Source: an optimization exercise on an open RTL-to-GDS flow (aim: small area, a short achievable clock period and few clock cycles per item). Production flows keep margins and buffers that such runs may drop.
Function was not checked in any run shown here: the RTL went through the layout flow alone.

==> design.v <==
module aes_sbox (
    input  wire [7:0] a,
    output wire [7:0] y
);
    wire w1;
    wire w2;
    wire w3;
    wire w4;
    wire w5;
    wire w6;
    wire w7;
    wire w8;
    wire w9;
    wire w10;
    wire w11;
    wire w12;
    wire w13;
    wire w14;
    wire w15;
    wire w16;
    wire w17;
    wire w18;
    wire w19;
    wire w20;
    wire w21;
    wire w22;
    wire w23;
    wire w24;
    wire w25;
    wire w26;
    wire w27;
    wire w28;
    wire w29;
    wire w30;
    wire w31;
    wire w32;
    wire w33;
    wire w34;
    wire w35;
    wire w36;
    wire w37;
    wire w38;
    wire w39;
    wire w40;
    wire w41;
    wire w42;
    wire w43;
    wire w44;
    wire w45;
    wire w46;
    wire w47;
    wire w48;
    wire w49;
    wire w50;
    wire w51;
    wire w52;
    wire w53;
    wire w54;
    wire w55;
    wire w56;
    wire w57;
    wire w58;
    wire w59;
    wire w60;
    wire w61;
    wire w62;
    wire w63;
    wire w64;
    wire w65;
    wire w66;
    wire w67;
    wire w68;
    wire w69;
    wire w70;
    wire w71;
    wire w72;
    wire w73;
    wire w74;
    wire w75;
    wire w76;
    wire w77;
    wire w78;
    wire w79;
    wire w80;
    wire w81;
    wire w82;
    wire w83;
    wire w84;
    wire w85;
    wire w86;
    wire w87;
    wire w88;
    wire w89;
    wire w90;
    wire w91;
    wire w92;
    wire w93;
    wire w94;
    wire w95;
    wire w96;
    wire w97;
    wire w98;
    wire w99;
    wire w100;
    wire w101;
    wire w102;
    wire w103;
    wire w104;
    wire w105;
    wire w106;
    wire w107;
    wire w108;
    wire w109;
    wire w110;
    wire w111;
    wire w112;
    wire w113;
    wire w114;
    wire w115;
    wire w116;
    wire w117;
    wire w118;
    wire w119;
    wire w120;
    wire w121;
    wire w122;
    wire w123;
    wire w124;
    wire w125;
    wire w126;
    wire w127;
    wire w128;
    wire w129;
    wire w130;
    wire w131;
    wire w132;
    wire w133;
    wire w134;
    wire w135;
    wire w136;
    wire w137;
    wire w138;
    wire w139;
    wire w140;
    wire w141;
    wire w142;
    wire w143;
    wire w144;
    wire w145;
    wire w146;
    wire w147;
    wire w148;
    wire w149;
    sb_xor2 u_w1 (.a(a[2]), .b(a[7]), .y(w1));
    sb_xor2 u_w2 (.a(a[4]), .b(a[6]), .y(w2));
    sb_xor2 u_w3 (.a(a[3]), .b(a[5]), .y(w3));
    sb_xor2 u_w4 (.a(a[0]), .b(a[1]), .y(w4));
    sb_xor2 u_w5 (.a(w1), .b(w3), .y(w5));
    sb_xor2 u_w6 (.a(a[2]), .b(a[5]), .y(w6));
    sb_xor2 u_w7 (.a(a[1]), .b(w2), .y(w7));
    sb_xor2 u_w8 (.a(a[1]), .b(a[6]), .y(w8));
    sb_xor2 u_w9 (.a(a[3]), .b(w1), .y(w9));
    sb_xor2 u_w10 (.a(a[7]), .b(w2), .y(w10));
    sb_xor2 u_w11 (.a(a[0]), .b(a[6]), .y(w11));
    sb_xor2 u_w12 (.a(a[2]), .b(a[3]), .y(w12));
    sb_xor2 u_w13 (.a(w2), .b(w4), .y(w13));
    sb_xor2 u_w14 (.a(a[7]), .b(w3), .y(w14));
    sb_xor2 u_w15 (.a(a[4]), .b(w5), .y(w15));
    sb_xor2 u_w16 (.a(a[3]), .b(a[7]), .y(w16));
    sb_xor2 u_w17 (.a(a[5]), .b(a[7]), .y(w17));
    sb_xor2 u_w18 (.a(a[0]), .b(a[4]), .y(w18));
    sb_xor2 u_w19 (.a(a[0]), .b(w2), .y(w19));
    sb_xor2 u_w20 (.a(w6), .b(w8), .y(w20));
    sb_xor2 u_w21 (.a(a[2]), .b(w3), .y(w21));
    sb_xor2 u_w22 (.a(w11), .b(w12), .y(w22));
    sb_xor2 u_w23 (.a(a[2]), .b(w4), .y(w23));
    sb_xor2 u_w24 (.a(a[6]), .b(w1), .y(w24));
    sb_xor2 u_w25 (.a(w4), .b(w6), .y(w25));
    sb_xor2 u_w26 (.a(w5), .b(w7), .y(w26));
    sb_xor2 u_w27 (.a(w8), .b(w14), .y(w27));
    sb_xor2 u_w28 (.a(a[0]), .b(w10), .y(w28));
    sb_xor2 u_w29 (.a(w4), .b(w9), .y(w29));
    sb_xor2 u_w30 (.a(w19), .b(w9), .y(w30));
    sb_xor2 u_w31 (.a(a[0]), .b(w5), .y(w31));
    sb_xor2 u_w32 (.a(a[3]), .b(a[6]), .y(w32));
    sb_xor2 u_w33 (.a(w1), .b(w32), .y(w33));
    sb_xor2 u_w34 (.a(a[1]), .b(a[4]), .y(w34));
    sb_xor2 u_w35 (.a(w34), .b(w5), .y(w35));
    sb_xor2 u_w36 (.a(w1), .b(w8), .y(w36));
    sb_xor2 u_w37 (.a(a[1]), .b(a[3]), .y(w37));
    sb_xor2 u_w38 (.a(w16), .b(w2), .y(w38));
    sb_xor2 u_w39 (.a(a[6]), .b(w4), .y(w39));
    sb_xor2 u_w40 (.a(w11), .b(w5), .y(w40));
    sb_xor2 u_w41 (.a(a[4]), .b(w1), .y(w41));
    sb_xor2 u_w42 (.a(a[4]), .b(w16), .y(w42));
    sb_xor2 u_w43 (.a(w1), .b(w13), .y(w43));
    sb_xor2 u_w44 (.a(w6), .b(w19), .y(w44));
    sb_xor2 u_w45 (.a(a[1]), .b(w5), .y(w45));
    sb_xor2 u_w46 (.a(w2), .b(w9), .y(w46));
    sb_xor2 u_w47 (.a(a[0]), .b(w21), .y(w47));
    sb_xor2 u_w48 (.a(a[4]), .b(w23), .y(w48));
    sb_xor2 u_w49 (.a(w12), .b(w18), .y(w49));
    sb_xor2 u_w50 (.a(a[6]), .b(w17), .y(w50));
    sb_xor2 u_w51 (.a(w2), .b(w21), .y(w51));
    sb_xor2 u_w52 (.a(a[1]), .b(w1), .y(w52));
    sb_xor2 u_w53 (.a(w4), .b(w10), .y(w53));
    sb_xor2 u_w54 (.a(w18), .b(w14), .y(w54));
    sb_xor2 u_w55 (.a(a[7]), .b(w7), .y(w55));
    sb_xor2 u_w56 (.a(a[1]), .b(w15), .y(w56));
    sb_xor2 u_w57 (.a(a[5]), .b(w28), .y(w57));
    sb_xor2 u_w58 (.a(w7), .b(w9), .y(w58));
    sb_xor2 u_w59 (.a(w4), .b(w15), .y(w59));
    sb_xor2 u_w60 (.a(a[1]), .b(w9), .y(w60));
    sb_xor2 u_w61 (.a(a[3]), .b(w7), .y(w61));
    sb_xor2 u_w62 (.a(a[6]), .b(w6), .y(w62));
    sb_xor2 u_w63 (.a(a[5]), .b(w24), .y(w63));
    sb_nand2 u_w64 (.a(w29), .b(w13), .y(w64));
    sb_nand2 u_w65 (.a(w7), .b(w26), .y(w65));
    sb_nand2 u_w66 (.a(w30), .b(w31), .y(w66));
    sb_nand2 u_w67 (.a(w33), .b(w35), .y(w67));
    sb_nand2 u_w68 (.a(w36), .b(w20), .y(w68));
    sb_nand2 u_w69 (.a(w37), .b(w38), .y(w69));
    sb_nand2 u_w70 (.a(w39), .b(w40), .y(w70));
    sb_nand2 u_w71 (.a(w41), .b(w42), .y(w71));
    sb_nand2 u_w72 (.a(w43), .b(w44), .y(w72));
    sb_xor2 u_w73 (.a(w10), .b(w64), .y(w73));
    sb_xor2 u_w74 (.a(w65), .b(w67), .y(w74));
    sb_xor2 u_w75 (.a(w68), .b(w71), .y(w75));
    sb_xor2 u_w76 (.a(w73), .b(w74), .y(w76));
    sb_xnor2 u_w77 (.a(w75), .b(w76), .y(w77));
    sb_xor2 u_w78 (.a(w17), .b(w64), .y(w78));
    sb_xor2 u_w79 (.a(w66), .b(w69), .y(w79));
    sb_xor2 u_w80 (.a(w71), .b(w78), .y(w80));
    sb_xor2 u_w81 (.a(w79), .b(w80), .y(w81));
    sb_xor2 u_w82 (.a(w45), .b(w64), .y(w82));
    sb_xor2 u_w83 (.a(w65), .b(w69), .y(w83));
    sb_xor2 u_w84 (.a(w70), .b(w82), .y(w84));
    sb_xor2 u_w85 (.a(w83), .b(w84), .y(w85));
    sb_xor2 u_w86 (.a(w46), .b(w64), .y(w86));
    sb_xor2 u_w87 (.a(w65), .b(w66), .y(w87));
    sb_xor2 u_w88 (.a(w67), .b(w69), .y(w88));
    sb_xor2 u_w89 (.a(w70), .b(w71), .y(w89));
    sb_xor2 u_w90 (.a(w72), .b(w86), .y(w90));
    sb_xor2 u_w91 (.a(w87), .b(w88), .y(w91));
    sb_xor2 u_w92 (.a(w89), .b(w90), .y(w92));
    sb_xor2 u_w93 (.a(w91), .b(w92), .y(w93));
    wire [3:0] n = {w93, w85, w81, w77};
    wire [3:0] ni;
    sbox_inv16 u_inv (.n(n), .ni(ni));
    sb_nand2 u_w94 (.a(ni[0]), .b(w47), .y(w94));
    sb_nand2 u_w95 (.a(ni[1]), .b(w24), .y(w95));
    sb_nand2 u_w96 (.a(ni[2]), .b(w15), .y(w96));
    sb_nand2 u_w97 (.a(ni[3]), .b(w60), .y(w97));
    sb_xor2 u_w98 (.a(w94), .b(w95), .y(w98));
    sb_xor2 u_w99 (.a(w96), .b(w97), .y(w99));
    sb_xnor2 u_w100 (.a(w98), .b(w99), .y(w100));
    assign y[0] = w100;
    sb_nand2 u_w101 (.a(ni[0]), .b(w22), .y(w101));
    sb_nand2 u_w102 (.a(ni[1]), .b(w27), .y(w102));
    sb_nand2 u_w103 (.a(ni[2]), .b(w25), .y(w103));
    sb_nand2 u_w104 (.a(ni[3]), .b(w61), .y(w104));
    sb_xor2 u_w105 (.a(w101), .b(w102), .y(w105));
    sb_xor2 u_w106 (.a(w103), .b(w104), .y(w106));
    sb_xnor2 u_w107 (.a(w105), .b(w106), .y(w107));
    assign y[1] = w107;
    sb_nand2 u_w108 (.a(ni[0]), .b(w48), .y(w108));
    sb_nand2 u_w109 (.a(ni[1]), .b(w22), .y(w109));
    sb_nand2 u_w110 (.a(ni[2]), .b(w27), .y(w110));
    sb_nand2 u_w111 (.a(ni[3]), .b(w25), .y(w111));
    sb_xor2 u_w112 (.a(w108), .b(w109), .y(w112));
    sb_xor2 u_w113 (.a(w110), .b(w111), .y(w113));
    sb_xor2 u_w114 (.a(w112), .b(w113), .y(w114));
    assign y[2] = w114;
    sb_nand2 u_w115 (.a(ni[0]), .b(w13), .y(w115));
    sb_nand2 u_w116 (.a(ni[1]), .b(w20), .y(w116));
    sb_nand2 u_w117 (.a(ni[2]), .b(w56), .y(w117));
    sb_nand2 u_w118 (.a(ni[3]), .b(w26), .y(w118));
    sb_xor2 u_w119 (.a(w115), .b(w116), .y(w119));
    sb_xor2 u_w120 (.a(w117), .b(w118), .y(w120));
    sb_xor2 u_w121 (.a(w119), .b(w120), .y(w121));
    assign y[3] = w121;
    sb_nand2 u_w122 (.a(ni[0]), .b(w49), .y(w122));
    sb_nand2 u_w123 (.a(ni[1]), .b(w53), .y(w123));
    sb_nand2 u_w124 (.a(ni[2]), .b(w57), .y(w124));
    sb_nand2 u_w125 (.a(ni[3]), .b(w62), .y(w125));
    sb_xor2 u_w126 (.a(w122), .b(w123), .y(w126));
    sb_xor2 u_w127 (.a(w124), .b(w125), .y(w127));
    sb_xor2 u_w128 (.a(w126), .b(w127), .y(w128));
    assign y[4] = w128;
    sb_nand2 u_w129 (.a(ni[0]), .b(w50), .y(w129));
    sb_nand2 u_w130 (.a(ni[1]), .b(w54), .y(w130));
    sb_nand2 u_w131 (.a(ni[2]), .b(w11), .y(w131));
    sb_nand2 u_w132 (.a(ni[3]), .b(w63), .y(w132));
    sb_xor2 u_w133 (.a(w129), .b(w130), .y(w133));
    sb_xor2 u_w134 (.a(w131), .b(w132), .y(w134));
    sb_xnor2 u_w135 (.a(w133), .b(w134), .y(w135));
    assign y[5] = w135;
    sb_nand2 u_w136 (.a(ni[0]), .b(w51), .y(w136));
    sb_nand2 u_w137 (.a(ni[1]), .b(w55), .y(w137));
    sb_nand2 u_w138 (.a(ni[2]), .b(w58), .y(w138));
    sb_nand2 u_w139 (.a(ni[3]), .b(w10), .y(w139));
    sb_xor2 u_w140 (.a(w136), .b(w137), .y(w140));
    sb_xor2 u_w141 (.a(w138), .b(w139), .y(w141));
    sb_xnor2 u_w142 (.a(w140), .b(w141), .y(w142));
    assign y[6] = w142;
    sb_nand2 u_w143 (.a(ni[0]), .b(w52), .y(w143));
    sb_nand2 u_w144 (.a(ni[1]), .b(w23), .y(w144));
    sb_nand2 u_w145 (.a(ni[2]), .b(w59), .y(w145));
    sb_nand2 u_w146 (.a(ni[3]), .b(w28), .y(w146));
    sb_xor2 u_w147 (.a(w143), .b(w144), .y(w147));
    sb_xor2 u_w148 (.a(w145), .b(w146), .y(w148));
    sb_xor2 u_w149 (.a(w147), .b(w148), .y(w149));
    assign y[7] = w149;
endmodule
module aes_inv_sbox (
    input  wire [7:0] a,
    output wire [7:0] y
);
    wire w1;
    wire w2;
    wire w3;
    wire w4;
    wire w5;
    wire w6;
    wire w7;
    wire w8;
    wire w9;
    wire w10;
    wire w11;
    wire w12;
    wire w13;
    wire w14;
    wire w15;
    wire w16;
    wire w17;
    wire w18;
    wire w19;
    wire w20;
    wire w21;
    wire w22;
    wire w23;
    wire w24;
    wire w25;
    wire w26;
    wire w27;
    wire w28;
    wire w29;
    wire w30;
    wire w31;
    wire w32;
    wire w33;
    wire w34;
    wire w35;
    wire w36;
    wire w37;
    wire w38;
    wire w39;
    wire w40;
    wire w41;
    wire w42;
    wire w43;
    wire w44;
    wire w45;
    wire w46;
    wire w47;
    wire w48;
    wire w49;
    wire w50;
    wire w51;
    wire w52;
    wire w53;
    wire w54;
    wire w55;
    wire w56;
    wire w57;
    wire w58;
    wire w59;
    wire w60;
    wire w61;
    wire w62;
    wire w63;
    wire w64;
    wire w65;
    wire w66;
    wire w67;
    wire w68;
    wire w69;
    wire w70;
    wire w71;
    wire w72;
    wire w73;
    wire w74;
    wire w75;
    wire w76;
    wire w77;
    wire w78;
    wire w79;
    wire w80;
    wire w81;
    wire w82;
    wire w83;
    wire w84;
    wire w85;
    wire w86;
    wire w87;
    wire w88;
    wire w89;
    wire w90;
    wire w91;
    wire w92;
    wire w93;
    wire w94;
    wire w95;
    wire w96;
    wire w97;
    wire w98;
    wire w99;
    wire w100;
    wire w101;
    wire w102;
    wire w103;
    wire w104;
    wire w105;
    wire w106;
    wire w107;
    wire w108;
    wire w109;
    wire w110;
    wire w111;
    wire w112;
    wire w113;
    wire w114;
    wire w115;
    wire w116;
    wire w117;
    wire w118;
    wire w119;
    wire w120;
    wire w121;
    wire w122;
    wire w123;
    wire w124;
    wire w125;
    wire w126;
    wire w127;
    wire w128;
    wire w129;
    wire w130;
    wire w131;
    wire w132;
    wire w133;
    wire w134;
    wire w135;
    wire w136;
    wire w137;
    wire w138;
    wire w139;
    wire w140;
    wire w141;
    wire w142;
    wire w143;
    wire w144;
    wire w145;
    wire w146;
    wire w147;
    wire w148;
    wire w149;
    wire w150;
    wire w151;
    wire w152;
    wire w153;
    wire w154;
    wire w155;
    wire w156;
    wire w157;
    wire w158;
    wire w159;
    wire w160;
    wire w161;
    wire w162;
    wire w163;
    sb_xor2 u_w1 (.a(a[2]), .b(a[6]), .y(w1));
    sb_xor2 u_w2 (.a(a[0]), .b(a[4]), .y(w2));
    sb_xor2 u_w3 (.a(a[1]), .b(a[7]), .y(w3));
    sb_xor2 u_w4 (.a(a[3]), .b(a[5]), .y(w4));
    sb_xor2 u_w5 (.a(a[7]), .b(w1), .y(w5));
    sb_xor2 u_w6 (.a(a[1]), .b(a[5]), .y(w6));
    sb_xor2 u_w7 (.a(w1), .b(w3), .y(w7));
    sb_xor2 u_w8 (.a(a[3]), .b(a[6]), .y(w8));
    sb_xor2 u_w9 (.a(a[4]), .b(w4), .y(w9));
    sb_xor2 u_w10 (.a(a[2]), .b(w2), .y(w10));
    sb_xor2 u_w11 (.a(a[3]), .b(a[7]), .y(w11));
    sb_xor2 u_w12 (.a(a[0]), .b(a[5]), .y(w12));
    sb_xor2 u_w13 (.a(a[5]), .b(a[7]), .y(w13));
    sb_xor2 u_w14 (.a(a[1]), .b(w2), .y(w14));
    sb_xor2 u_w15 (.a(a[3]), .b(w3), .y(w15));
    sb_xor2 u_w16 (.a(a[5]), .b(w2), .y(w16));
    sb_xor2 u_w17 (.a(a[2]), .b(w3), .y(w17));
    sb_xor2 u_w18 (.a(a[0]), .b(w6), .y(w18));
    sb_xor2 u_w19 (.a(a[4]), .b(w1), .y(w19));
    sb_xor2 u_w20 (.a(a[2]), .b(a[3]), .y(w20));
    sb_xnor2 u_w21 (.a(w20), .b(w3), .y(w21));
    sb_xor2 u_w22 (.a(a[1]), .b(w4), .y(w22));
    sb_xnor2 u_w23 (.a(w8), .b(w14), .y(w23));
    sb_xor2 u_w24 (.a(w2), .b(w5), .y(w24));
    sb_xnor2 u_w25 (.a(w1), .b(w11), .y(w25));
    sb_xor2 u_w26 (.a(a[4]), .b(a[6]), .y(w26));
    sb_xnor2 u_w27 (.a(w26), .b(w6), .y(w27));
    sb_inv u_w28 (.a(w13), .y(w28));
    sb_xnor2 u_w29 (.a(w1), .b(w6), .y(w29));
    sb_xor2 u_w30 (.a(w1), .b(w4), .y(w30));
    sb_xor2 u_w31 (.a(a[2]), .b(a[4]), .y(w31));
    sb_inv u_w32 (.a(w5), .y(w32));
    sb_xor2 u_w33 (.a(w5), .b(w9), .y(w33));
    sb_inv u_w34 (.a(w15), .y(w34));
    sb_xor2 u_w35 (.a(w4), .b(w10), .y(w35));
    sb_xor2 u_w36 (.a(a[1]), .b(a[3]), .y(w36));
    sb_xor2 u_w37 (.a(w1), .b(w36), .y(w37));
    sb_xor2 u_w38 (.a(a[0]), .b(a[6]), .y(w38));
    sb_xor2 u_w39 (.a(a[7]), .b(w38), .y(w39));
    sb_inv u_w40 (.a(w9), .y(w40));
    sb_inv u_w41 (.a(w17), .y(w41));
    sb_xnor2 u_w42 (.a(a[6]), .b(w14), .y(w42));
    sb_xor2 u_w43 (.a(a[0]), .b(w8), .y(w43));
    sb_xor2 u_w44 (.a(a[6]), .b(w3), .y(w44));
    sb_xnor2 u_w45 (.a(w4), .b(w44), .y(w45));
    sb_xor2 u_w46 (.a(a[3]), .b(w1), .y(w46));
    sb_xor2 u_w47 (.a(w2), .b(w46), .y(w47));
    sb_xor2 u_w48 (.a(a[4]), .b(a[5]), .y(w48));
    sb_xor2 u_w49 (.a(w48), .b(w5), .y(w49));
    sb_xnor2 u_w50 (.a(w12), .b(w5), .y(w50));
    sb_xnor2 u_w51 (.a(a[5]), .b(w7), .y(w51));
    sb_inv u_w52 (.a(w18), .y(w52));
    sb_inv u_w53 (.a(w8), .y(w53));
    sb_xor2 u_w54 (.a(w16), .b(w7), .y(w54));
    sb_inv u_w55 (.a(a[5]), .y(w55));
    sb_xor2 u_w56 (.a(a[3]), .b(a[4]), .y(w56));
    sb_xor2 u_w57 (.a(w56), .b(w7), .y(w57));
    sb_xnor2 u_w58 (.a(w11), .b(w10), .y(w58));
    sb_xnor2 u_w59 (.a(w11), .b(w2), .y(w59));
    sb_inv u_w60 (.a(w3), .y(w60));
    sb_xnor2 u_w61 (.a(a[2]), .b(w18), .y(w61));
    sb_xor2 u_w62 (.a(a[4]), .b(a[7]), .y(w62));
    sb_xnor2 u_w63 (.a(w62), .b(w8), .y(w63));
    sb_inv u_w64 (.a(w17), .y(w64));
    sb_xnor2 u_w65 (.a(a[2]), .b(w9), .y(w65));
    sb_xor2 u_w66 (.a(a[5]), .b(w10), .y(w66));
    sb_xor2 u_w67 (.a(a[1]), .b(w19), .y(w67));
    sb_inv u_w68 (.a(w19), .y(w68));
    sb_inv u_w69 (.a(w5), .y(w69));
    sb_xor2 u_w70 (.a(a[2]), .b(w12), .y(w70));
    sb_xor2 u_w71 (.a(a[0]), .b(a[1]), .y(w71));
    sb_xor2 u_w72 (.a(w13), .b(w10), .y(w72));
    sb_xor2 u_w73 (.a(a[1]), .b(w9), .y(w73));
    sb_xnor2 u_w74 (.a(w1), .b(w12), .y(w74));
    sb_xor2 u_w75 (.a(a[6]), .b(w2), .y(w75));
    sb_inv u_w76 (.a(w15), .y(w76));
    sb_inv u_w77 (.a(w2), .y(w77));
    sb_nand2 u_w78 (.a(a[3]), .b(w21), .y(w78));
    sb_nand2 u_w79 (.a(w22), .b(w23), .y(w79));
    sb_nand2 u_w80 (.a(w6), .b(w24), .y(w80));
    sb_nand2 u_w81 (.a(w25), .b(w27), .y(w81));
    sb_nand2 u_w82 (.a(w28), .b(w29), .y(w82));
    sb_nand2 u_w83 (.a(w30), .b(w31), .y(w83));
    sb_nand2 u_w84 (.a(w32), .b(w33), .y(w84));
    sb_nand2 u_w85 (.a(w34), .b(w35), .y(w85));
    sb_nand2 u_w86 (.a(w37), .b(w39), .y(w86));
    sb_xor2 u_w87 (.a(w16), .b(w78), .y(w87));
    sb_xor2 u_w88 (.a(w79), .b(w81), .y(w88));
    sb_xor2 u_w89 (.a(w82), .b(w85), .y(w89));
    sb_xor2 u_w90 (.a(w87), .b(w88), .y(w90));
    sb_xnor2 u_w91 (.a(w89), .b(w90), .y(w91));
    sb_xor2 u_w92 (.a(w7), .b(w78), .y(w92));
    sb_xor2 u_w93 (.a(w80), .b(w83), .y(w93));
    sb_xor2 u_w94 (.a(w85), .b(w92), .y(w94));
    sb_xor2 u_w95 (.a(w93), .b(w94), .y(w95));
    sb_xor2 u_w96 (.a(w40), .b(w78), .y(w96));
    sb_xor2 u_w97 (.a(w79), .b(w83), .y(w97));
    sb_xor2 u_w98 (.a(w84), .b(w96), .y(w98));
    sb_xor2 u_w99 (.a(w97), .b(w98), .y(w99));
    sb_xor2 u_w100 (.a(w41), .b(w78), .y(w100));
    sb_xor2 u_w101 (.a(w79), .b(w80), .y(w101));
    sb_xor2 u_w102 (.a(w81), .b(w83), .y(w102));
    sb_xor2 u_w103 (.a(w84), .b(w85), .y(w103));
    sb_xor2 u_w104 (.a(w86), .b(w100), .y(w104));
    sb_xor2 u_w105 (.a(w101), .b(w102), .y(w105));
    sb_xor2 u_w106 (.a(w103), .b(w104), .y(w106));
    sb_xor2 u_w107 (.a(w105), .b(w106), .y(w107));
    wire [3:0] n = {w107, w99, w95, w91};
    wire [3:0] ni;
    sbox_inv16 u_inv (.n(n), .ni(ni));
    sb_nand2 u_w108 (.a(ni[0]), .b(w42), .y(w108));
    sb_nand2 u_w109 (.a(ni[1]), .b(w53), .y(w109));
    sb_nand2 u_w110 (.a(ni[2]), .b(w63), .y(w110));
    sb_nand2 u_w111 (.a(ni[3]), .b(w71), .y(w111));
    sb_xor2 u_w112 (.a(w108), .b(w109), .y(w112));
    sb_xor2 u_w113 (.a(w110), .b(w111), .y(w113));
    sb_xor2 u_w114 (.a(w112), .b(w113), .y(w114));
    assign y[0] = w114;
    sb_nand2 u_w115 (.a(ni[0]), .b(w43), .y(w115));
    sb_nand2 u_w116 (.a(ni[1]), .b(w54), .y(w116));
    sb_nand2 u_w117 (.a(ni[2]), .b(w64), .y(w117));
    sb_nand2 u_w118 (.a(ni[3]), .b(w7), .y(w118));
    sb_xor2 u_w119 (.a(w115), .b(w116), .y(w119));
    sb_xor2 u_w120 (.a(w117), .b(w118), .y(w120));
    sb_xor2 u_w121 (.a(w119), .b(w120), .y(w121));
    assign y[1] = w121;
    sb_nand2 u_w122 (.a(ni[0]), .b(w45), .y(w122));
    sb_nand2 u_w123 (.a(ni[1]), .b(w55), .y(w123));
    sb_nand2 u_w124 (.a(ni[2]), .b(w65), .y(w124));
    sb_nand2 u_w125 (.a(ni[3]), .b(w72), .y(w125));
    sb_xor2 u_w126 (.a(w122), .b(w123), .y(w126));
    sb_xor2 u_w127 (.a(w124), .b(w125), .y(w127));
    sb_xor2 u_w128 (.a(w126), .b(w127), .y(w128));
    assign y[2] = w128;
    sb_nand2 u_w129 (.a(ni[0]), .b(w47), .y(w129));
    sb_nand2 u_w130 (.a(ni[1]), .b(w57), .y(w130));
    sb_nand2 u_w131 (.a(ni[2]), .b(w66), .y(w131));
    sb_nand2 u_w132 (.a(ni[3]), .b(w73), .y(w132));
    sb_xor2 u_w133 (.a(w129), .b(w130), .y(w133));
    sb_xor2 u_w134 (.a(w131), .b(w132), .y(w134));
    sb_xor2 u_w135 (.a(w133), .b(w134), .y(w135));
    assign y[3] = w135;
    sb_nand2 u_w136 (.a(ni[0]), .b(w49), .y(w136));
    sb_nand2 u_w137 (.a(ni[1]), .b(w58), .y(w137));
    sb_nand2 u_w138 (.a(ni[2]), .b(w67), .y(w138));
    sb_nand2 u_w139 (.a(ni[3]), .b(w74), .y(w139));
    sb_xor2 u_w140 (.a(w136), .b(w137), .y(w140));
    sb_xor2 u_w141 (.a(w138), .b(w139), .y(w141));
    sb_xor2 u_w142 (.a(w140), .b(w141), .y(w142));
    assign y[4] = w142;
    sb_nand2 u_w143 (.a(ni[0]), .b(w50), .y(w143));
    sb_nand2 u_w144 (.a(ni[1]), .b(w59), .y(w144));
    sb_nand2 u_w145 (.a(ni[2]), .b(w68), .y(w145));
    sb_nand2 u_w146 (.a(ni[3]), .b(w75), .y(w146));
    sb_xor2 u_w147 (.a(w143), .b(w144), .y(w147));
    sb_xor2 u_w148 (.a(w145), .b(w146), .y(w148));
    sb_xor2 u_w149 (.a(w147), .b(w148), .y(w149));
    assign y[5] = w149;
    sb_nand2 u_w150 (.a(ni[0]), .b(w51), .y(w150));
    sb_nand2 u_w151 (.a(ni[1]), .b(w60), .y(w151));
    sb_nand2 u_w152 (.a(ni[2]), .b(w69), .y(w152));
    sb_nand2 u_w153 (.a(ni[3]), .b(w76), .y(w153));
    sb_xor2 u_w154 (.a(w150), .b(w151), .y(w154));
    sb_xor2 u_w155 (.a(w152), .b(w153), .y(w155));
    sb_xor2 u_w156 (.a(w154), .b(w155), .y(w156));
    assign y[6] = w156;
    sb_nand2 u_w157 (.a(ni[0]), .b(w52), .y(w157));
    sb_nand2 u_w158 (.a(ni[1]), .b(w61), .y(w158));
    sb_nand2 u_w159 (.a(ni[2]), .b(w70), .y(w159));
    sb_nand2 u_w160 (.a(ni[3]), .b(w77), .y(w160));
    sb_xor2 u_w161 (.a(w157), .b(w158), .y(w161));
    sb_xor2 u_w162 (.a(w159), .b(w160), .y(w162));
    sb_xor2 u_w163 (.a(w161), .b(w162), .y(w163));
    assign y[7] = w163;
endmodule
module sb_xor2 (input wire a, input wire b, output wire y); assign y = a ^ b; endmodule
module sb_xnor2 (input wire a, input wire b, output wire y); assign y = ~(a ^ b); endmodule
module sb_nand2 (input wire a, input wire b, output wire y); assign y = ~(a & b); endmodule
module sb_inv (input wire a, output wire y); assign y = ~a; endmodule
module sbox_inv16 (
    input  wire [3:0] n,
    output reg  [3:0] ni
);
    always @(*) begin
        case (n)
            4'h0: ni = 4'h0;
            4'h1: ni = 4'h1;
            4'h2: ni = 4'h9;
            4'h3: ni = 4'he;
            4'h4: ni = 4'hd;
            4'h5: ni = 4'hb;
            4'h6: ni = 4'h7;
            4'h7: ni = 4'h6;
            4'h8: ni = 4'hf;
            4'h9: ni = 4'h2;
            4'ha: ni = 4'hc;
            4'hb: ni = 4'h5;
            4'hc: ni = 4'ha;
            4'hd: ni = 4'h4;
            4'he: ni = 4'h3;
            4'hf: ni = 4'h8;
        endcase
    end
endmodule
module aes_inv_mix_col (
    input  wire [31:0] col_in,
    output wire [31:0] col_out
);
    wire w1;
    wire w2;
    wire w3;
    wire w4;
    wire w5;
    wire w6;
    wire w7;
    wire w8;
    wire w9;
    wire w10;
    wire w11;
    wire w12;
    wire w13;
    wire w14;
    wire w15;
    wire w16;
    wire w17;
    wire w18;
    wire w19;
    wire w20;
    wire w21;
    wire w22;
    wire w23;
    wire w24;
    wire w25;
    wire w26;
    wire w27;
    wire w28;
    wire w29;
    wire w30;
    wire w31;
    wire w32;
    wire w33;
    wire w34;
    wire w35;
    wire w36;
    wire w37;
    wire w38;
    wire w39;
    wire w40;
    wire w41;
    wire w42;
    wire w43;
    wire w44;
    wire w45;
    wire w46;
    wire w47;
    wire w48;
    wire w49;
    wire w50;
    wire w51;
    wire w52;
    wire w53;
    wire w54;
    wire w55;
    wire w56;
    wire w57;
    wire w58;
    wire w59;
    wire w60;
    wire w61;
    wire w62;
    wire w63;
    wire w64;
    wire w65;
    wire w66;
    wire w67;
    wire w68;
    wire w69;
    wire w70;
    wire w71;
    wire w72;
    wire w73;
    wire w74;
    wire w75;
    wire w76;
    wire w77;
    wire w78;
    wire w79;
    wire w80;
    wire w81;
    wire w82;
    wire w83;
    wire w84;
    wire w85;
    wire w86;
    wire w87;
    wire w88;
    wire w89;
    wire w90;
    wire w91;
    wire w92;
    wire w93;
    wire w94;
    wire w95;
    wire w96;
    wire w97;
    wire w98;
    wire w99;
    wire w100;
    wire w101;
    wire w102;
    wire w103;
    wire w104;
    wire w105;
    wire w106;
    wire w107;
    wire w108;
    wire w109;
    wire w110;
    wire w111;
    wire w112;
    wire w113;
    wire w114;
    wire w115;
    wire w116;
    wire w117;
    wire w118;
    wire w119;
    wire w120;
    wire w121;
    wire w122;
    wire w123;
    wire w124;
    wire w125;
    wire w126;
    wire w127;
    wire w128;
    wire w129;
    wire w130;
    wire w131;
    wire w132;
    wire w133;
    wire w134;
    wire w135;
    wire w136;
    wire w137;
    wire w138;
    wire w139;
    wire w140;
    wire w141;
    wire w142;
    wire w143;
    wire w144;
    wire w145;
    wire w146;
    wire w147;
    wire w148;
    wire w149;
    wire w150;
    wire w151;
    wire w152;
    wire w153;
    wire w154;
    wire w155;
    wire w156;
    wire w157;
    wire w158;
    wire w159;
    wire w160;
    wire w161;
    wire w162;
    wire w163;
    wire w164;
    wire w165;
    wire w166;
    wire w167;
    wire w168;
    wire w169;
    wire w170;
    wire w171;
    wire w172;
    wire w173;
    wire w174;
    wire w175;
    wire w176;
    wire w177;
    wire w178;
    wire w179;
    wire w180;
    wire w181;
    wire w182;
    sb_xor2 u_w1 (.a(col_in[29]), .b(col_in[13]), .y(w1));
    sb_xor2 u_w2 (.a(col_in[21]), .b(col_in[5]), .y(w2));
    sb_xor2 u_w3 (.a(col_in[30]), .b(col_in[14]), .y(w3));
    sb_xor2 u_w4 (.a(col_in[22]), .b(col_in[6]), .y(w4));
    sb_xor2 u_w5 (.a(w1), .b(w2), .y(w5));
    sb_xor2 u_w6 (.a(col_in[31]), .b(col_in[23]), .y(w6));
    sb_xor2 u_w7 (.a(col_in[19]), .b(col_in[15]), .y(w7));
    sb_xor2 u_w8 (.a(col_in[11]), .b(col_in[7]), .y(w8));
    sb_xor2 u_w9 (.a(col_in[18]), .b(w3), .y(w9));
    sb_xor2 u_w10 (.a(col_in[10]), .b(w4), .y(w10));
    sb_xor2 u_w11 (.a(col_in[16]), .b(w5), .y(w11));
    sb_xor2 u_w12 (.a(col_in[17]), .b(col_in[1]), .y(w12));
    sb_xor2 u_w13 (.a(col_in[24]), .b(col_in[8]), .y(w13));
    sb_xor2 u_w14 (.a(col_in[25]), .b(col_in[9]), .y(w14));
    sb_xor2 u_w15 (.a(col_in[20]), .b(col_in[4]), .y(w15));
    sb_xor2 u_w16 (.a(col_in[28]), .b(col_in[12]), .y(w16));
    sb_xor2 u_w17 (.a(col_in[26]), .b(col_in[2]), .y(w17));
    sb_xor2 u_w18 (.a(col_in[27]), .b(col_in[3]), .y(w18));
    sb_xor2 u_w19 (.a(w7), .b(w8), .y(w19));
    sb_xor2 u_w20 (.a(w6), .b(w18), .y(w20));
    sb_xor2 u_w21 (.a(w9), .b(w10), .y(w21));
    sb_xor2 u_w22 (.a(col_in[0]), .b(w3), .y(w22));
    sb_xor2 u_w23 (.a(w5), .b(w12), .y(w23));
    sb_xor2 u_w24 (.a(col_in[27]), .b(col_in[23]), .y(w24));
    sb_xor2 u_w25 (.a(col_in[15]), .b(col_in[7]), .y(w25));
    sb_xor2 u_w26 (.a(col_in[0]), .b(w13), .y(w26));
    sb_xor2 u_w27 (.a(w15), .b(w16), .y(w27));
    sb_xor2 u_w28 (.a(w19), .b(w20), .y(w28));
    sb_xor2 u_w29 (.a(w14), .b(w23), .y(w29));
    sb_xor2 u_w30 (.a(w17), .b(w21), .y(w30));
    sb_xor2 u_w31 (.a(col_in[31]), .b(col_in[3]), .y(w31));
    sb_xor2 u_w32 (.a(col_in[7]), .b(w13), .y(w32));
    sb_xor2 u_w33 (.a(w11), .b(w26), .y(w33));
    sb_xor2 u_w34 (.a(col_in[23]), .b(col_in[9]), .y(w34));
    sb_xor2 u_w35 (.a(col_in[31]), .b(col_in[16]), .y(w35));
    sb_xor2 u_w36 (.a(col_in[25]), .b(col_in[0]), .y(w36));
    sb_xor2 u_w37 (.a(w4), .b(w12), .y(w37));
    sb_xor2 u_w38 (.a(col_in[26]), .b(w15), .y(w38));
    sb_xor2 u_w39 (.a(col_in[12]), .b(w7), .y(w39));
    sb_xor2 u_w40 (.a(col_in[28]), .b(w8), .y(w40));
    sb_xor2 u_w41 (.a(w2), .b(w24), .y(w41));
    sb_xor2 u_w42 (.a(w4), .b(w16), .y(w42));
    sb_xor2 u_w43 (.a(col_in[22]), .b(w25), .y(w43));
    sb_xor2 u_w44 (.a(col_in[15]), .b(w35), .y(w44));
    sb_xor2 u_w45 (.a(col_in[2]), .b(w16), .y(w45));
    sb_xor2 u_w46 (.a(w1), .b(w31), .y(w46));
    sb_xor2 u_w47 (.a(w3), .b(w15), .y(w47));
    sb_xor2 u_w48 (.a(col_in[31]), .b(w4), .y(w48));
    sb_xor2 u_w49 (.a(col_in[6]), .b(w6), .y(w49));
    sb_xor2 u_w50 (.a(w9), .b(w19), .y(w50));
    sb_xor2 u_w51 (.a(w10), .b(w38), .y(w51));
    sb_xor2 u_w52 (.a(col_in[30]), .b(w27), .y(w52));
    sb_xor2 u_w53 (.a(col_in[14]), .b(w27), .y(w53));
    sb_xor2 u_w54 (.a(w14), .b(w22), .y(w54));
    sb_xor2 u_w55 (.a(col_in[8]), .b(w6), .y(w55));
    sb_xor2 u_w56 (.a(w22), .b(w55), .y(w56));
    sb_xor2 u_w57 (.a(w11), .b(w56), .y(w57));
    sb_xor2 u_w58 (.a(col_in[15]), .b(col_in[24]), .y(w58));
    sb_xor2 u_w59 (.a(w34), .b(w58), .y(w59));
    sb_xor2 u_w60 (.a(w37), .b(w59), .y(w60));
    sb_xor2 u_w61 (.a(w11), .b(w60), .y(w61));
    sb_xor2 u_w62 (.a(col_in[17]), .b(col_in[23]), .y(w62));
    sb_xor2 u_w63 (.a(col_in[25]), .b(col_in[2]), .y(w63));
    sb_xor2 u_w64 (.a(w62), .b(w63), .y(w64));
    sb_xor2 u_w65 (.a(w32), .b(w64), .y(w65));
    sb_xor2 u_w66 (.a(w21), .b(w65), .y(w66));
    sb_xor2 u_w67 (.a(col_in[26]), .b(col_in[3]), .y(w67));
    sb_xor2 u_w68 (.a(w14), .b(w67), .y(w68));
    sb_xor2 u_w69 (.a(w68), .b(w50), .y(w69));
    sb_xor2 u_w70 (.a(w33), .b(w69), .y(w70));
    sb_xor2 u_w71 (.a(w24), .b(w39), .y(w71));
    sb_xor2 u_w72 (.a(w51), .b(w71), .y(w72));
    sb_xor2 u_w73 (.a(w29), .b(w72), .y(w73));
    sb_xor2 u_w74 (.a(col_in[13]), .b(col_in[20]), .y(w74));
    sb_xor2 u_w75 (.a(w74), .b(w40), .y(w75));
    sb_xor2 u_w76 (.a(w41), .b(w75), .y(w76));
    sb_xor2 u_w77 (.a(w30), .b(w76), .y(w77));
    sb_xor2 u_w78 (.a(col_in[14]), .b(col_in[21]), .y(w78));
    sb_xor2 u_w79 (.a(col_in[29]), .b(w78), .y(w79));
    sb_xor2 u_w80 (.a(w42), .b(w79), .y(w80));
    sb_xor2 u_w81 (.a(w28), .b(w80), .y(w81));
    sb_xor2 u_w82 (.a(col_in[23]), .b(w1), .y(w82));
    sb_xor2 u_w83 (.a(w43), .b(w82), .y(w83));
    sb_xor2 u_w84 (.a(w52), .b(w83), .y(w84));
    sb_xor2 u_w85 (.a(col_in[15]), .b(col_in[23]), .y(w85));
    sb_xor2 u_w86 (.a(w4), .b(w85), .y(w86));
    sb_xor2 u_w87 (.a(w26), .b(w5), .y(w87));
    sb_xor2 u_w88 (.a(w86), .b(w87), .y(w88));
    sb_xor2 u_w89 (.a(col_in[1]), .b(col_in[8]), .y(w89));
    sb_xor2 u_w90 (.a(w14), .b(w25), .y(w90));
    sb_xor2 u_w91 (.a(w3), .b(w89), .y(w91));
    sb_xor2 u_w92 (.a(w90), .b(w91), .y(w92));
    sb_xor2 u_w93 (.a(w11), .b(w92), .y(w93));
    sb_xor2 u_w94 (.a(col_in[17]), .b(col_in[9]), .y(w94));
    sb_xor2 u_w95 (.a(w17), .b(w94), .y(w95));
    sb_xor2 u_w96 (.a(w10), .b(w22), .y(w96));
    sb_xor2 u_w97 (.a(w44), .b(w95), .y(w97));
    sb_xor2 u_w98 (.a(w96), .b(w97), .y(w98));
    sb_xor2 u_w99 (.a(col_in[18]), .b(col_in[31]), .y(w99));
    sb_xor2 u_w100 (.a(w12), .b(w18), .y(w100));
    sb_xor2 u_w101 (.a(w8), .b(w99), .y(w101));
    sb_xor2 u_w102 (.a(w10), .b(w100), .y(w102));
    sb_xor2 u_w103 (.a(w101), .b(w102), .y(w103));
    sb_xor2 u_w104 (.a(w103), .b(w33), .y(w104));
    sb_xor2 u_w105 (.a(col_in[4]), .b(w45), .y(w105));
    sb_xor2 u_w106 (.a(w105), .b(w50), .y(w106));
    sb_xor2 u_w107 (.a(w106), .b(w29), .y(w107));
    sb_xor2 u_w108 (.a(col_in[20]), .b(col_in[5]), .y(w108));
    sb_xor2 u_w109 (.a(w108), .b(w39), .y(w109));
    sb_xor2 u_w110 (.a(w46), .b(w109), .y(w110));
    sb_xor2 u_w111 (.a(w110), .b(w30), .y(w111));
    sb_xor2 u_w112 (.a(col_in[13]), .b(col_in[21]), .y(w112));
    sb_xor2 u_w113 (.a(col_in[6]), .b(w112), .y(w113));
    sb_xor2 u_w114 (.a(w113), .b(w47), .y(w114));
    sb_xor2 u_w115 (.a(w114), .b(w28), .y(w115));
    sb_xor2 u_w116 (.a(col_in[31]), .b(w2), .y(w116));
    sb_xor2 u_w117 (.a(w116), .b(w43), .y(w117));
    sb_xor2 u_w118 (.a(w117), .b(w53), .y(w118));
    sb_xor2 u_w119 (.a(col_in[24]), .b(w25), .y(w119));
    sb_xor2 u_w120 (.a(w119), .b(w22), .y(w120));
    sb_xor2 u_w121 (.a(w11), .b(w120), .y(w121));
    sb_xor2 u_w122 (.a(col_in[7]), .b(col_in[8]), .y(w122));
    sb_xor2 u_w123 (.a(w122), .b(w36), .y(w123));
    sb_xor2 u_w124 (.a(w123), .b(w48), .y(w124));
    sb_xor2 u_w125 (.a(w124), .b(w23), .y(w125));
    sb_xor2 u_w126 (.a(col_in[1]), .b(w17), .y(w126));
    sb_xor2 u_w127 (.a(w34), .b(w4), .y(w127));
    sb_xor2 u_w128 (.a(w126), .b(w127), .y(w128));
    sb_xor2 u_w129 (.a(w32), .b(w9), .y(w129));
    sb_xor2 u_w130 (.a(w128), .b(w129), .y(w130));
    sb_xor2 u_w131 (.a(col_in[10]), .b(col_in[19]), .y(w131));
    sb_xor2 u_w132 (.a(col_in[2]), .b(w13), .y(w132));
    sb_xor2 u_w133 (.a(w131), .b(w132), .y(w133));
    sb_xor2 u_w134 (.a(w20), .b(w11), .y(w134));
    sb_xor2 u_w135 (.a(w133), .b(w54), .y(w135));
    sb_xor2 u_w136 (.a(w134), .b(w135), .y(w136));
    sb_xor2 u_w137 (.a(w31), .b(w40), .y(w137));
    sb_xor2 u_w138 (.a(w137), .b(w51), .y(w138));
    sb_xor2 u_w139 (.a(w138), .b(w29), .y(w139));
    sb_xor2 u_w140 (.a(col_in[12]), .b(col_in[29]), .y(w140));
    sb_xor2 u_w141 (.a(col_in[4]), .b(w140), .y(w141));
    sb_xor2 u_w142 (.a(w8), .b(w141), .y(w142));
    sb_xor2 u_w143 (.a(w41), .b(w142), .y(w143));
    sb_xor2 u_w144 (.a(w143), .b(w30), .y(w144));
    sb_xor2 u_w145 (.a(col_in[13]), .b(col_in[30]), .y(w145));
    sb_xor2 u_w146 (.a(col_in[5]), .b(w145), .y(w146));
    sb_xor2 u_w147 (.a(w146), .b(w42), .y(w147));
    sb_xor2 u_w148 (.a(w147), .b(w28), .y(w148));
    sb_xor2 u_w149 (.a(col_in[7]), .b(w1), .y(w149));
    sb_xor2 u_w150 (.a(w149), .b(w49), .y(w150));
    sb_xor2 u_w151 (.a(w150), .b(w53), .y(w151));
    sb_xor2 u_w152 (.a(w32), .b(w48), .y(w152));
    sb_xor2 u_w153 (.a(w11), .b(w152), .y(w153));
    sb_xor2 u_w154 (.a(col_in[17]), .b(col_in[24]), .y(w154));
    sb_xor2 u_w155 (.a(w154), .b(w6), .y(w155));
    sb_xor2 u_w156 (.a(w155), .b(w5), .y(w156));
    sb_xor2 u_w157 (.a(w156), .b(w54), .y(w157));
    sb_xor2 u_w158 (.a(col_in[1]), .b(col_in[26]), .y(w158));
    sb_xor2 u_w159 (.a(w158), .b(w36), .y(w159));
    sb_xor2 u_w160 (.a(w159), .b(w44), .y(w160));
    sb_xor2 u_w161 (.a(w160), .b(w21), .y(w161));
    sb_xor2 u_w162 (.a(col_in[11]), .b(w17), .y(w162));
    sb_xor2 u_w163 (.a(w24), .b(w7), .y(w163));
    sb_xor2 u_w164 (.a(w162), .b(w163), .y(w164));
    sb_xor2 u_w165 (.a(w37), .b(w164), .y(w165));
    sb_xor2 u_w166 (.a(w165), .b(w33), .y(w166));
    sb_xor2 u_w167 (.a(col_in[20]), .b(w20), .y(w167));
    sb_xor2 u_w168 (.a(w45), .b(w9), .y(w168));
    sb_xor2 u_w169 (.a(w167), .b(w168), .y(w169));
    sb_xor2 u_w170 (.a(w169), .b(w29), .y(w170));
    sb_xor2 u_w171 (.a(col_in[21]), .b(col_in[28]), .y(w171));
    sb_xor2 u_w172 (.a(col_in[4]), .b(w171), .y(w172));
    sb_xor2 u_w173 (.a(w7), .b(w172), .y(w173));
    sb_xor2 u_w174 (.a(w46), .b(w173), .y(w174));
    sb_xor2 u_w175 (.a(w174), .b(w30), .y(w175));
    sb_xor2 u_w176 (.a(col_in[22]), .b(col_in[29]), .y(w176));
    sb_xor2 u_w177 (.a(col_in[5]), .b(w176), .y(w177));
    sb_xor2 u_w178 (.a(w177), .b(w47), .y(w178));
    sb_xor2 u_w179 (.a(w178), .b(w28), .y(w179));
    sb_xor2 u_w180 (.a(col_in[15]), .b(w2), .y(w180));
    sb_xor2 u_w181 (.a(w180), .b(w49), .y(w181));
    sb_xor2 u_w182 (.a(w181), .b(w52), .y(w182));
    assign col_out[24] = w57;
    assign col_out[25] = w61;
    assign col_out[26] = w66;
    assign col_out[27] = w70;
    assign col_out[28] = w73;
    assign col_out[29] = w77;
    assign col_out[30] = w81;
    assign col_out[31] = w84;
    assign col_out[16] = w88;
    assign col_out[17] = w93;
    assign col_out[18] = w98;
    assign col_out[19] = w104;
    assign col_out[20] = w107;
    assign col_out[21] = w111;
    assign col_out[22] = w115;
    assign col_out[23] = w118;
    assign col_out[8] = w121;
    assign col_out[9] = w125;
    assign col_out[10] = w130;
    assign col_out[11] = w136;
    assign col_out[12] = w139;
    assign col_out[13] = w144;
    assign col_out[14] = w148;
    assign col_out[15] = w151;
    assign col_out[0] = w153;
    assign col_out[1] = w157;
    assign col_out[2] = w161;
    assign col_out[3] = w166;
    assign col_out[4] = w170;
    assign col_out[5] = w175;
    assign col_out[6] = w179;
    assign col_out[7] = w182;
endmodule
module cbc_aes_dec (
    input  wire         clk,
    input  wire         rst,         
    input  wire         key_load,    
    input  wire [127:0] key_in,
    input  wire         iv_load,     
    input  wire [127:0] iv_in,
    input  wire         blk_valid,   
    input  wire [127:0] blk_in,
    output wire         ready,
    output reg          out_valid,   
    output reg  [127:0] out_data
);
    localparam [1:0] S_RUN   = 2'd0,   
                     S_KCHK  = 2'd1,   
                     S_DRAIN = 2'd2,   
                     S_EXP   = 2'd3;   
    reg [1:0]   fsm;
    reg         kvalid;   
    reg         match;    
    reg [127:0] key;      
    reg [127:0] dk;       
    reg [31:0]  dkt;      
    reg [4:0]   ecnt;     
    reg [127:0] civ;      
    reg         a0;       
    reg [3:0]   r0;
    reg [127:0] st0;      
    reg [127:0] k0;       
    reg [31:0]  u0;       
    reg [127:0] iv0;      
    reg         a1;
    reg [3:0]   r1;
    reg [127:0] st1;
    reg [127:0] k1;       
    reg [31:0]  t1;       
    reg [127:0] iv1;
    wire free1 = !a1 || (r1 == 4'd0);    
    assign ready = ((fsm == S_RUN) || ((fsm == S_KCHK) && match)) && free1;
    wire take     = ready && !rst;
    wire take_key = take && key_load;
    wire take_iv  = take && !key_load && iv_load;
    wire take_blk = take && !key_load && !iv_load && blk_valid;
    wire [127:0] isr;
    wire [127:0] isb;
    genvar r, c;
    generate
        for (c = 0; c < 4; c = c + 1) begin : g_col
            for (r = 0; r < 4; r = r + 1) begin : g_row
                assign isr[127 - 8*(r + 4*c) -: 8] = st0[127 - 8*(r + 4*((c + 4 - r) % 4)) -: 8];
                aes_inv_sbox u_sbox (
                    .a(isr[127 - 8*(r + 4*c) -: 8]),
                    .y(isb[127 - 8*(r + 4*c) -: 8])
                );
            end
        end
    endgenerate
    wire [31:0] sw_out;
    aes_sbox u_ks_sbox0 (.a(u0[23:16]), .y(sw_out[31:24]));
    aes_sbox u_ks_sbox1 (.a(u0[15:8]),  .y(sw_out[23:16]));
    aes_sbox u_ks_sbox2 (.a(u0[7:0]),   .y(sw_out[15:8]));
    aes_sbox u_ks_sbox3 (.a(u0[31:24]), .y(sw_out[7:0]));
    wire [127:0] ark = st1 ^ k1;
    wire [127:0] imc;
    generate
        for (c = 0; c < 4; c = c + 1) begin : g_mix
            aes_inv_mix_col u_mix (
                .col_in (ark[127 - 32*c -: 32]),
                .col_out(imc[127 - 32*c -: 32])
            );
        end
    endgenerate
    function [7:0] rcon_of(input [3:0] i);
        case (i)
            4'd1:    rcon_of = 8'h01;
            4'd2:    rcon_of = 8'h02;
            4'd3:    rcon_of = 8'h04;
            4'd4:    rcon_of = 8'h08;
            4'd5:    rcon_of = 8'h10;
            4'd6:    rcon_of = 8'h20;
            4'd7:    rcon_of = 8'h40;
            4'd8:    rcon_of = 8'h80;
            4'd9:    rcon_of = 8'h1b;
            4'd10:   rcon_of = 8'h36;
            default: rcon_of = 8'h00;
        endcase
    endfunction
    wire [31:0] q0 = k1[127:96], q1 = k1[95:64], q2 = k1[63:32], q3 = k1[31:0];
    wire [127:0] k1_prev = {q0 ^ {rcon_of(r1), 24'h000000} ^ t1, q1 ^ q0, q2 ^ q1, q3 ^ q2};
    wire [31:0]  u1_prev = q3 ^ q1;      
    wire [31:0] d0 = dk[127:96], d1 = dk[95:64], d2 = dk[63:32], d3 = dk[31:0];
    wire [127:0] dk_prev = {d0 ^ 32'h36000000 ^ dkt, d1 ^ d0, d2 ^ d1, d3 ^ d2};
    wire [31:0]  udk     = d3 ^ d1;
    wire [31:0] e0 = d0 ^ {rcon_of(ecnt[4:1]), 24'h000000} ^ t1;
    wire [31:0] e1 = e0 ^ d1;
    wire [31:0] e2 = e1 ^ d2;
    wire [31:0] e3 = e2 ^ d3;
    always @(posedge clk) begin
        st1 <= isb;
        k1  <= k0;
        t1  <= sw_out;
        iv1 <= iv0;
        if (take_blk) begin
            st0 <= blk_in ^ dk;
            k0  <= dk_prev;
            iv0 <= civ;
        end else begin
            st0 <= imc;
            k0  <= k1_prev;
            iv0 <= iv1;
        end
        if (fsm == S_DRAIN && !a0 && !a1)
            u0 <= key[31:0];
        else if (fsm == S_EXP)
            u0 <= ecnt[0] ? e3 : d3;
        else if (take_blk)
            u0 <= udk;
        else
            u0 <= u1_prev;
        out_data <= ark ^ iv1;
        match <= kvalid && (key_in == key);
        if (take_key)
            key <= key_in;
        if (fsm == S_DRAIN)
            dk <= key;           
        else if (fsm == S_EXP && ecnt[0])
            dk <= {e0, e1, e2, e3};
        if (fsm == S_EXP && ecnt == 5'd21)
            dkt <= t1;
    end
    always @(posedge clk) begin
        if (rst) begin
            fsm       <= S_RUN;
            kvalid    <= 1'b0;
            a0        <= 1'b0;
            a1        <= 1'b0;
            out_valid <= 1'b0;
            civ       <= 128'd0;
        end else begin
            a1        <= a0;
            r1        <= r0;
            a0        <= take_blk || (a1 && (r1 != 4'd0));
            r0        <= take_blk ? 4'd9 : r1 - 4'd1;
            out_valid <= a1 && (r1 == 4'd0);
            if (take_iv)
                civ <= iv_in;
            else if (take_blk)
                civ <= blk_in;
            case (fsm)
                S_RUN: begin
                    if (take_key)
                        fsm <= S_KCHK;
                end
                S_KCHK: begin
                    if (!match) begin
                        kvalid <= 1'b0;
                        fsm    <= S_DRAIN;
                    end else if (take_key) begin
                        fsm <= S_KCHK;
                    end else begin
                        fsm <= S_RUN;
                    end
                end
                S_DRAIN: begin
                    if (!a0 && !a1) begin
                        ecnt <= 5'd2;
                        fsm  <= S_EXP;
                    end
                end
                S_EXP: begin
                    ecnt <= ecnt + 5'd1;
                    if (ecnt == 5'd21) begin
                        kvalid <= 1'b1;
                        fsm    <= S_RUN;
                    end
                end
                default: fsm <= S_RUN;
            endcase
        end
    end
endmodule
==> run.sh <==
#!/bin/bash
# synth_recipe.tcl (not shown) runs the flow's synth.tcl, then flattens the netlist and writes it again
# the make line also repeats each setting of config.mk as NAME=value (left out here)
make -C /OpenROAD-flow-scripts/flow DESIGN_CONFIG=/design/flow/config.mk WORK_HOME=/design/flow/orfs CLKGATE_MAP_FILE= SYNTH_SCRIPT=/design/flow/synth_recipe.tcl finish
==> config.mk <==
export PLATFORM = sky130hd
export DESIGN_NAME = cbc_aes_dec
export DESIGN_NICKNAME = cbc_aes_dec
export VERILOG_FILES = /design/flow/design.v
export SDC_FILE = /design/flow/constraint.sdc
export NUM_CORES = 8
export LEC_CHECK = 0
export CAP_MARGIN = 20
export CORE_MARGIN = 2
export CORE_UTILIZATION = 50
export SLEW_MARGIN = 20
export SYNTH_HIERARCHICAL = 1
==> constraint.sdc <==
create_clock -name core_clock -period 10.0 [get_ports {clk}]
set_input_delay 2.0000 -clock core_clock [delete_from_list [all_inputs] [get_ports {clk}]]
set_output_delay 2.0000 -clock core_clock [all_outputs]
set_load 0.01 [all_outputs]
==> results by group, run 1 <==
Global route
  – Vias in the first global route: 61288
  – Total GRT Usage: 0.343
  – Global-route wire length before repair: 436 mm
  – Largest net degree at the start of global routing: 231
  – Initial antenna violation count: 13
  – Overflow left after global routing: 0

Setup path
  – Crit. End Element: register
  – Worst setup SP type: input pin
  – Worst EP arrival: 6.17 ns
  – Crit Path Category: in -> reg
  – Critical path, cell by cell: clkdlybuf4s50_1, or4b_4, a2111oi_4, buf_4, buf_12, buf_4, a21oi_1
  – Critical Path Max Stage Delay: 0.89 ns
  – CP max stage cell: buf_4
  – Worst-path maximum fanout: 188
  – Top cell by count, worst path: buf_4
  – WP data required: 10.63 ns
  – R2R depth: 15

Worst hold path
  – Hold Path Depth: 0
  – Worst min path class: reg -> reg

Clock tree
  – CTS clock-pin slew for the worst setup and hold paths: 0.06 ns
  – # clock sinks: 1412
  – Post-CTS Setup Inserts: 0
  – Resize count post-CTS: 0
  – Num CTS Buffers: 158
  – # hold bufs at CTS: 0
  – Root Driver: clkbuf_16
  – Longest Clk Path Bufs: 3
  – CTS tree: done
  – Number of H-tree levels: 4
  – Clock latency (worst-skew pair): 0.83 ns

Finish
  – Register area: 31300 um^2
  – Multi-input gate area: 50700 um^2
  – Layout cell share with drive strength beyond 1: 0.0443
  – Area grow syn2layout: 12.8%
  – Post-Layout Inst Area: 97700 um^2
  – Post-layout util: 0.568
  – FILL cells: 15608
  – Post-layout net count: between 10000 and 15000

Yosys
  – Syn. warnings: 8
  – Syn_area_per_cell: 9.17 um^2
  – Netlist cell types: between 50 and 60
  – Synth top cells by count: xor2_1, nand2_1, dfxtp_1, xnor2_1, nor2_1
  – Cell taking the most area after synthesis: xor2_1
  – Async SR Flop Fraction: 0
  – Ranking of synthesized cells by area: xor2_1, dfxtp_1, edfxtp_1, xnor2_1, nand2_1
  – Count leader, synth: xor2_1
  – #FFs+latches synth: 1412
  – Post-synth top flop: dfxtp_1
  – Mapped Area: 86600 um^2
  – EDFF count, synth: approximately 300
  – Syn nets: 9991
  – Synth Instances: 9451
  – Share of the synthesized area in the top cell type: 0.312
  – Sequential-to-total area share from yosys stat: 0.361

STA
  – Max Slew Vio Count: 0
  – Fin crit share: 0.554
  – Slew of the pin with the lowest slew margin: ~1.2 ns
  – Setup TNS: 0 ns
  – Max Freq: 0.180 GHz
  – Hold Violations, Final: 0
  – Final setup viols: 0
  – RSZ-0062 raised after global routing: no
  – Slew HR: 0.182
  – Max Clock Skew: 0.0401 ns
  – Clock period minus final worst setup slack: 5.54 ns

Floorplanning
  – Chip width: between 400 and 500 um
  – Core area: 172000 um^2
  – Rows: 152
  – Die area: 177000 um^2
  – Die Ht: 420 um
  – Number of I/O pins: 519
  – Initial Utilization: 0.504

Drt
  – Post-DR vias/cell: 5.25
  – Via count: 63517
  – DRT Pass-1 Iters: 6
  – Total routed wirelength: 310 mm
  – Post-route DRC: 0
  – Drt wl/cell: 25.6 um
  – Routed Antenna Nets: 0
  – DRT iter0 DRCs: approximately 6200

Placement
  – Post-DP HPWL: 243 mm
  – Placed inst area: 92400 um^2
  – GP Congestion: 0.968
  – Input/output buffers: around 520

Run status
  – Status: timing/DRC/antenna clean

Job
  – Max-cap violation count: 0
Yosys stat by module, one instance, submodules excluded:
module,area [um^2],times used
sb_xor2,8.76,2612
aes_inv_sbox,60.1,16
aes_sbox,60.1,4
sb_inv,3.75,224
cbc_aes_dec,50900,1
sbox_inv16,218,20
sb_nand2,3.75,820
aes_inv_mix_col,240,4
sb_xnor2,8.76,276
worst paths after layout:
check / start / to / slack, ns
worst max register to register: u0[31] / t1[7] / 4.48
worst min register to register: k0[69] / k1[69] / 0.31
worst min-delay path: k0[69] / k1[69] / 0.31
worst max-delay path: rst / st0[27] / 4.46
sequential cells by signal (all words and copies together), names as in the netlist, 4 cells and up, named ones only:
| register | flops |
|---|---|
| rcon_of$func$/design/flow/design.v:1180$5471.$result | 8 |
| out_data | 128 |
| iv0 | 128 |
| ecnt | 5 |
| r0 | 4 |
| st1 | 128 |
| civ | 128 |
| r1 | 4 |
| dkt | 32 |
| rcon_of$func$/design/flow/design.v:1175$5470.$result | 8 |
| dk | 128 |
| t1 | 32 |
| key | 128 |
| iv1 | 128 |
| u0 | 32 |
| k1 | 128 |
| st0 | 128 |
| k0 | 128 |
worst max-delay path: cells and delay by family:
family / cells / cell delay, ns
and+or+nand+nor: 1 / 0.72
buffers and inverters: 4 / 2.64
AOI/OAI and AO/OA: 2 / 0.45
layer usage:
layer,share of wire,vias to the layer above,track usage
li1,-,30008,-
met1,0.43,30786,0.460
met2,0.45,2260,0.544
met3,0.073,457,0.0600
met4,0.047,6,0.145
met5,0.00012,-,0
layout by cell type (no fill, tap or decap), types with 41 or more instances in the layout:
| cell type | n |
|---|---|
| buf_4 | 120 |
| nor2_1 | 528 |
| clkbuf_16 | 163 |
| nand2_1 | 1392 |
| o22ai_1 | 156 |
| clkbuf_1 | 41 |
| nor2b_1 | 76 |
| edfxtp_1 | 301 |
| xor2_1 | 3077 |
| o21ai_0 | 304 |
| a31oi_1 | 44 |
| a21oi_1 | 283 |
| dfxtp_1 | 1110 |
| ha_1 | 151 |
| nand2b_1 | 53 |
| xnor2_1 | 696 |
| clkdlybuf4s50_1 | 518 |
| inv_1 | 366 |
cell type report:
type | count | share of cell area
sequential | 1412 | 0.320
clock inverter | 54 | 0.00722
tap | 2310 | 0.0296
antenna | 2 | 0.0000512
multi-input combinational | 7089 | 0.519
clock buffer | 232 | 0.0473
timing repair buffer | 643 | 0.0630
inverter | 367 | 0.0141
cell families after synthesis:
family                   share of synthesized area
AO/OA/AOI/OAI                               0.0599
flip-flops                                   0.361
XOR/XNOR                                     0.391
buffers and inverters                       0.0562
adder cells (fa/ha/maj)                     0.0218
AND/OR/NAND/NOR                              0.101
multiplexers                               0.00916
metrics by stage:
stage | hold WS [ns] | cells | setup slack, ns
2_1_floorplan | 0.310 | 9451 | 1.65
3_3_place_gp | 0.310 | 11819 | 3.84
3_5_place_dp | 0.312 | 11821 | 3.75
4_1_cts | 0.316 | 12107 | 4.47
5_1_grt | 0.312 | 12107 | 4.03
6_report | 0.311 | 12109 | 4.46
==> inputs of run 2 (changes only) <==
--- a/config.mk
+++ b/config.mk
@@ -10,2 +10,3 @@
 export CORE_UTILIZATION = 50
+export SETUP_SLACK_MARGIN = 5
 export SLEW_MARGIN = 20
==> run 2 against run 1 <==
Compared with the run above:
- non-clock buffer count grew 20
- first-iteration DRC count grew 0.37%
- cell area grew 0.85%
- area after synthesis is the same
- flip-flop and latch count is the same
- sequential share of layout area shrank 0.26 points
- worst setup slack gained 0.70 ns
- still clean on timing, DRC and antenna
- fmax grew 14%
==> results by group, run 2 <==
Run status
  – Status: timing/DRC/antenna clean

Drt
  – Post-route DRC: 0 (unchanged)
  – Drt wl/cell: 25.3 um (-1.3%)
  – Post-DR vias/cell: 5.26 (+0.25%)
  – Routed Antenna Nets: 0 (unchanged)
  – DRT iter0 DRCs: 6268 (+0.37%)

STA
  – Hold Violations, Final: 0 (unchanged)
  – Clock period minus final worst setup slack: 4.84 ns (-0.700 ns)
  – RSZ-0062 raised after global routing: yes
  – Slew HR: 0.237 (+0.0544)
  – Worst hold slack: 0.312 ns (+0.000582 ns)
  – Max Slew Vio Count: 0 (unchanged)
  – Fin crit share: 0.484 (-0.0700)
  – Setup ws final: 5.16 ns (+0.700 ns)

Clock tree
  – CTS clock-pin slew for the worst setup and hold paths: 0.06 ns (about the same)
  – Number of H-tree levels: 4 (unchanged)
  – # clock sinks: 1412 (unchanged)
  – Clock latency (worst-skew pair): 0.83 ns (about the same)
  – Num CTS Buffers: 157 (-0.63%)

Finish
  – Commonest non-fill, non-tap cell in the layout: xor2_1
  – Multi-input gate area: 51300 um^2 (+1.3%)
  – Register area: 31300 um^2 (about the same)
  – Non-filler cells in the finished layout: 12135 (+0.21%)
  – Post-layout net count: 10231 (+0.20%)

Yosys
  – Count leader, synth: xor2_1
  – Post-synth top flop: dfxtp_1
  – Syn nets: 9991 (unchanged)
  – Synth Instances: 9451 (unchanged)
  – EDFF count, synth: 301 (unchanged)
  – Syn. warnings: 8 (unchanged)
  – #FFs+latches synth: 1412 (unchanged)
  – Share of the synthesized area in the top cell type: 0.312 (unchanged)
  – Ranking of synthesized cells by area: xor2_1, dfxtp_1, edfxtp_1, xnor2_1, nand2_1

Setup path
  – Worst-path maximum fanout: 5 (-97%)
  – Critical Path Max Stage Delay: 0.58 ns (-0.31 ns)
  – Worst EP arrival: 2.84 ns (-3.33 ns)
  – Worst setup SP type: register
  – Bufs and invs on worst path: 2 (-2)
  – WP data required: 8.00 ns (-2.63 ns)
  – CP max stage cell: clkdlybuf4s50_1

Global route
  – GR peak layer: met2
  – Vias in the first global route: 61009 (-0.46%)
  – Overflow left after global routing: 0 (unchanged)

Job
  – Max-cap violation count: 0 (unchanged)

Placement
  – Input/output buffers: 518 (unchanged)
  – Post-DP HPWL: 238 mm (-2.4%)
  – Dpl ws: 3.76 ns (+0.00643 ns)

Floorplanning
  – Initial Utilization: 0.504 (unchanged)
run 2: cell types whose count changed in the layout (fill, tap and decap cells not counted), moves of 8 or more:
cell and change:
xor2_1 -44, xor2_2 +33, buf_4 +18, a31oi_1 -17, a31oi_2 +17, clkbuf_8 -12
xor2_4 +11, clkinv_2 +9, xnor2_1 -8, xnor2_2 +8
run 2: layer usage:
| metal | wire length, um | share of wire | vias to the layer above |
|---|---|---|---|
| li1 | - | - | 30025 |
| met1 | 134000 | 0.44 | 31007 |
| met2 | 136000 | 0.44 | 2291 |
| met3 | 20400 | 0.067 | 486 |
| met4 | 16500 | 0.054 | 6 |
| met5 | 40 | 0.00013 | - |
run 2: worst register-to-register path, cell delays in order (launching register included):
cell and delay (ns):
dfxtp_1 0.76, xor2_4 0.42, xor2_1 0.49, xor2_1 0.20
nand2_1 0.14, xor2_1 0.20, xor2_1 0.46, inv_1 0.19
ha_1 0.33, nor2b_1 0.12, o21ai_0 0.09, o21ai_1 0.45
nand2_1 0.15, xor2_1 0.21, xor2_1 0.45
run 2: per-stage QoR:
stage          instance area, um^2
5_1_grt                      98500
3_5_place_dp                 92400
2_1_floorplan                86600
4_1_cts                      98000
6_report                     98500
3_3_place_gp                 92400
run 2: final cells by class:
| cell class | count | area share |
|---|---|---|
| multi-input combinational | 7090 | 0.521 |
| sequential | 1412 | 0.318 |
| timing repair buffer | 663 | 0.0642 |
| clock buffer | 214 | 0.0441 |
| tap | 2310 | 0.0293 |
| inverter | 367 | 0.0140 |
| clock inverter | 77 | 0.0100 |
| antenna | 2 | 0.0000508 |
run 2: path summary, 6_finish.rpt:
path         startpoint  endpoint  slack, ns  cells past startpoint
max               r1[0]     ready       5.16                      5
min               k0[8]     k1[8]       0.31                      0
max reg2reg     st0[12]   st1[72]       5.19                     14
min reg2reg       k0[8]     k1[8]       0.31                      0
run 2: repair_timing:
item	in CTS	in global routing
setup endpoints to repair	151	203
buffers inserted	7	3
gates cloned	0	1
gates resized for setup	35	68
pin swaps	2	1
endpoints found under the hold margin	0	0
run 2: kinds of logic (layout without fill, tap and decap cells):
| logic type | Yosys count | count (layout) | synth area share |
|---|---|---|---|
| xor gates and xnor gates | 3815 | 3815 | 0.391 |
| and+or+nand+nor | 2168 | 2168 | 0.101 |
| DFF | 1412 | 1412 | 0.361 |
| buffers and inverters | 950 | 1321 | 0.0562 |
| AOI/OAI and AO/OA | 901 | 902 | 0.0599 |
| adders and majority gates | 151 | 151 | 0.0218 |
| muxes | 54 | 54 | 0.00916 |
| other | 0 | 2 | 0 |
run 2: modules after synthesis, one instance, submodules excluded, excerpt:
module / times used / flops+latches / cells inside
sbox_inv16: 20 / 0 / 29
aes_inv_sbox: 16 / 0 / 8
aes_sbox: 4 / 0 / 8
sb_xnor2: 276 / 0 / 1
sb_inv: 224 / 0 / 1
sb_nand2: 820 / 0 / 1

## port drivers added, routing unchanged
The results above use ideal ports. As a check the final layouts listed here were re-extracted and re-timed, cells and wires unchanged. Step 1 assumes that a clkbuf_16 drives the clock port and a buf_2 every other input. Step 2 times the ports against the registers' clock, not the clock port: input delays grow and output delays shrink by t, the midpoint of the rising clock arrivals with the driver on. Three values: no drivers, after step 1, after step 2; two values: the first two.
| run | t, ns | setup slack, ns | pins driven straight from the clock port |
|---|---|---|---|
| run 1 | 0.900 | 4.457 / 4.477 / 3.620 | 1 |
| run 2 | 0.915 | 5.156 / 5.059 / 4.380 | 1 |
After both steps setup and hold are still met in every run listed. For run 1, which loses most, drivers alone change the setup slack by +0.020 ns; drivers and shift together by -0.837 ns.
